From an optimization exercise on the open Yosys and OpenROAD flow, aimed at small area and few clock cycles; shortcuts taken in it are not production practice. Only simulation tests tie the RTL to the original design; equivalence was not proved. Power figures rest on the tool's default switching activity, not on a simulated workload.

Setup of oak:
Design tic_rx, start of the top module:
module tic_rx (
    input  wire        clk,
    input  wire        rst,
    input  wire        in_valid,
    input  wire [7:0]  in_data,
    output wire        in_ready,
    input  wire        chg_clr,
    output reg         ev_valid,
    output reg  [2:0]  ev_kind,
    output wire [4:0]  ev_field,
    output reg         ev_changed,
    output wire [31:0] ev_value,
    output wire [31:0] rec_easf01,
    output wire [31:0] rec_easf02,
    output wire [31:0] rec_irms1,
    output wire [31:0] rec_urms1,
    output wire [31:0] rec_pref,
    output wire [31:0] rec_sinsts,
    output wire [31:0] rec_ntarf,
    output wire [1:0]  rec_ltarf,
    output wire        peak,
    output wire [17:0] chg,
    output wire [31:0] unk_cnt
);
Size: about 410 flip-flops, ~330 I/O pins, about 20000 um^2 of cells after synthesis.
Settings: LEC_CHECK=0, ABC_AREA=1, CAP_MARGIN=0, CORE_MARGIN=2, CORE_UTILIZATION=40, SLEW_MARGIN=0; clock period 20.0 ns.
standard.sh (not shown) runs the stock make flow with config.mk's settings and CLKGATE_MAP_FILE= SYNTH_SCRIPT=/design/flow/synth_recipe.tcl, a recipe that flattens the netlist after the stock synthesis.
==> flow/flow/run.sh <==
#!/bin/bash
# The standard layout (standard.sh), changed in three ways:
#  - synthesis maps the logic with a stronger ABC area script (flow/area.abc);
#    everything else in synthesis, the registers included, is the standard flow's own;
#  - the port buffers are the smallest buffer cell;
#  - the clock tree uses larger sink clusters and no dummy loads.
set -euo pipefail
here=$PWD
export FLOW_SYNTH_TCL=$here/synth_recipe.tcl
export TIC_ABC_SCRIPT=$here/flow/area.abc
export BUFFER_PORTS_ARGS="-buffer_cell sky130_fd_sc_hd__buf_1"
export CTS_ARGS="-sink_clustering_enable -repair_clock_nets -sink_clustering_size 26 -sink_clustering_max_diameter 120 -dont_use_dummy_load"
sed "s#SYNTH_SCRIPT=[^ ]*#SYNTH_SCRIPT=$here/flow/abc_synth.tcl#" standard.sh > flow_standard.sh
grep -q "SYNTH_SCRIPT=$here/flow/abc_synth.tcl" flow_standard.sh
bash flow_standard.sh > standard.log 2>&1
==> flow/flow/abc_synth.tcl <==
# The standard flow's synthesis script, with ABC's technology mapping run on the area script
# named by TIC_ABC_SCRIPT instead of ORFS's abc_area.script (combinational logic only).
proc abc {args} {
  set i [lsearch $args -script]
  if {$i >= 0} { lset args [expr {$i + 1}] $::env(TIC_ABC_SCRIPT) }
  yosys abc {*}$args
}
source $::env(FLOW_SYNTH_TCL)
==> flow/flow/area.abc <==
strash
&get -n
&fraig -x
&put
scorr
dc2
strash
dch -f
map -a
mfs2
strash
dch -f
map -a
mfs2
strash
dch -f
map -a
mfs2
strash
dch -f
map -a
mfs2
strash
dch -f
map -a
topo
stime -c
dnsize -c
Testbench counts of oak, summed over its fixed seeds: cycles 20,888.
The inputs of pine differ from those of oak as listed below.
Settings: CAP_MARGIN changed from 0 to 20; CORE_UTILIZATION changed from 40 to 60; SLEW_MARGIN changed from 0 to 20.
==> comparison <==
Of pine and oak, the higher via count of the first global-routing pass belongs to pine. Against oak, core region area in pine came out better. Diff oak -> pine: via count rose by 179; register area share after synthesis neither gained nor lost much; maximum frequency went up; vias per cell rose 0.53. pine ended up with a lower minimum clock period than oak did. Looking at non-clock buffer instance count of the final layout across pine and oak, the one that comes out higher is oak.
#### Input delta (birch over pine)
Settings: CORE_UTILIZATION now 40, was 60; PLACE_DENSITY now 0.75, previously not set.
[summary]
birch: PASS, flow complete, no timing, DRC or antenna violations. birch against pine: global placer's final weighted congestion higher; site row count increased by 15 relative to the old numbers; clock insertion delay at the later pin of the skew report picked up an extra 0.02 ns; met2 layer usage reported by global route went down by 17 points. Between birch and pine, number of clock buffers in the layout is higher for birch, pine comes in under that. Of the two values seen for timing endpoint of the critical path, u_dec.chg_r[4]$_SDFF_PP0_ was produced by pine and u_dec.chg_r[2]$_SDFF_PP0_ by birch. Proportion of power drawn by the clock network delta for birch relative to pine: 1.1 points higher. birch against pine: area of combinational cells with multiple inputs level, multi-input logic portion of the cell area went down 0.44 points, sequential share of layout area down 0.53 points.
Modified inputs, maple compared to birch
Settings: GPL_TIMING_DRIVEN newly set to 0; PLACE_DENSITY removed (was 0.75).
Findings:
maple vs. birch: met3 routed wirelength went down by 1900 um; proportion of total power due to net switching was more or less identical; synthesis-to-layout area growth went up by 3.2 points; power after layout went up by 0.012 mW. maple ended with more power dissipated by switching net loads than birch. Higher first-iteration DRC count goes to birch over maple. | worst setup slack | maple vs birch | 0.70 ns lower |. The area of all placed cells without fillers in maple sits 660 um^2 above the value recorded for birch. Via count for maple is lower than for birch.

---

tic_rx, a different RTL version from the one above (not shown whole).
Size in the first run: roughly 2400 cells after synthesis, roughly 410 flip-flops, about 330 I/O pins, about 0.023 mm² of cells after synthesis.
export LEC_CHECK = 0
export ABC_AREA = 1
export CAP_MARGIN = 20
export CORE_MARGIN = 2
export CORE_UTILIZATION = 40
export SLEW_MARGIN = 20
create_clock -name core_clock -period 20.0 [get_ports {clk}]
==> flow/flow/run.sh <==
#!/bin/bash
# Standard layout, with the port buffers made from the smallest buffer cell and a
# clock tree of larger sink clusters without dummy loads.
set -euo pipefail
export BUFFER_PORTS_ARGS="-buffer_cell sky130_fd_sc_hd__buf_1"
export CTS_ARGS="-sink_clustering_enable -repair_clock_nets -sink_clustering_size 26 -sink_clustering_max_diameter 120 -dont_use_dummy_load"
bash standard.sh > standard.log 2>&1
The baseline went through all stages and came out clean.
Testbench counts at the start, summed over its fixed seeds: cycles 20,863.
==> next run, changes <==
==> flow/flow/run.sh (replaced) <==
#!/bin/bash
# The standard layout (standard.sh), changed in three ways:
#  - synthesis maps the logic with a stronger ABC area script (flow/area.abc);
#    everything else in synthesis, the registers included, is the standard flow's own;
#  - the port buffers are the smallest buffer cell;
#  - the clock tree uses larger sink clusters and no dummy loads.
set -euo pipefail
here=$PWD
export FLOW_SYNTH_TCL=$here/synth_recipe.tcl
export TIC_ABC_SCRIPT=$here/flow/area.abc
export BUFFER_PORTS_ARGS="-buffer_cell sky130_fd_sc_hd__buf_1"
export CTS_ARGS="-sink_clustering_enable -repair_clock_nets -sink_clustering_size 30 -sink_clustering_max_diameter 90 -dont_use_dummy_load"
sed "s#SYNTH_SCRIPT=[^ ]*#SYNTH_SCRIPT=$here/flow/abc_synth.tcl#" standard.sh > flow_standard.sh
grep -q "SYNTH_SCRIPT=$here/flow/abc_synth.tcl" flow_standard.sh
bash flow_standard.sh > standard.log 2>&1
==> flow/flow/abc_synth.tcl (new file) <==
# The standard flow's synthesis script, with ABC's technology mapping run on the area script
# named by TIC_ABC_SCRIPT instead of ORFS's abc_area.script (combinational logic only).
proc abc {args} {
  set i [lsearch $args -script]
  if {$i >= 0} { lset args [expr {$i + 1}] $::env(TIC_ABC_SCRIPT) }
  yosys abc {*}$args
}
source $::env(FLOW_SYNTH_TCL)
==> flow/flow/area.abc (new file) <==
strash
&get -n
&fraig -x
&put
scorr
dc2
strash
dch -f
map -a
mfs2
strash
dch -f
map -a
mfs2
strash
dch -f
map -a
mfs2
strash
dch -f
map -a
mfs2
strash
dch -f
map -a
topo
stime -c
dnsize -c
The changed run finished clean.
Maximum frequency goes down by 4.5%.
Count of clock-buffer cells in the layout climbs by 4.
Clock power rises by 7.7%.
Total power goes down by 1.4%.

port drivers added, routing unchanged:
No port has a modelled driver above. Below, the same layouts with a new extraction and two added sets of constraints. Step 1 sets driving cells, clkbuf_16 on the clock port and buf_2 on the other inputs (assumed; they add their load-dependent delay and slew). Step 2, shift: input delay + t, output delay - t, t = (earliest + latest rising clock arrival at the registers) / 2. This alone moves slack from input paths to output paths. a / b / c = ideal / step 1 / step 2; a / b = the first two.
run	t, ns	setup WS [ns]	worst hold slack (ns)	worst setup path at the end	worst register clock-pin slew, ns
oak	0.611	2.437 / 2.437 / 2.437	0.457 / 0.457 / 0.457	register to register	0.12 / 0.12
pine	0.589	2.582 / 2.582 / 2.582	0.457 / 0.457 / 0.457	register to register	0.11 / 0.11
birch	0.601	2.796 / 2.796 / 2.796	0.453 / 0.453 / 0.453	register to register	0.12 / 0.12
maple	0.600	2.098 / 2.098 / 2.098	0.467 / 0.467 / 0.467	register to register	0.12 / 0.12
the first run of note 2	0.619	3.442 / 3.442 / 3.442	0.457 / 0.457 / 0.457	register to register	0.12 / 0.12
the second run of note 2	0.611	2.664 / 2.664 / 2.664	0.412 / 0.412 / 0.412	register to register	0.11 / 0.11
After both steps setup and hold are still met in every run listed.
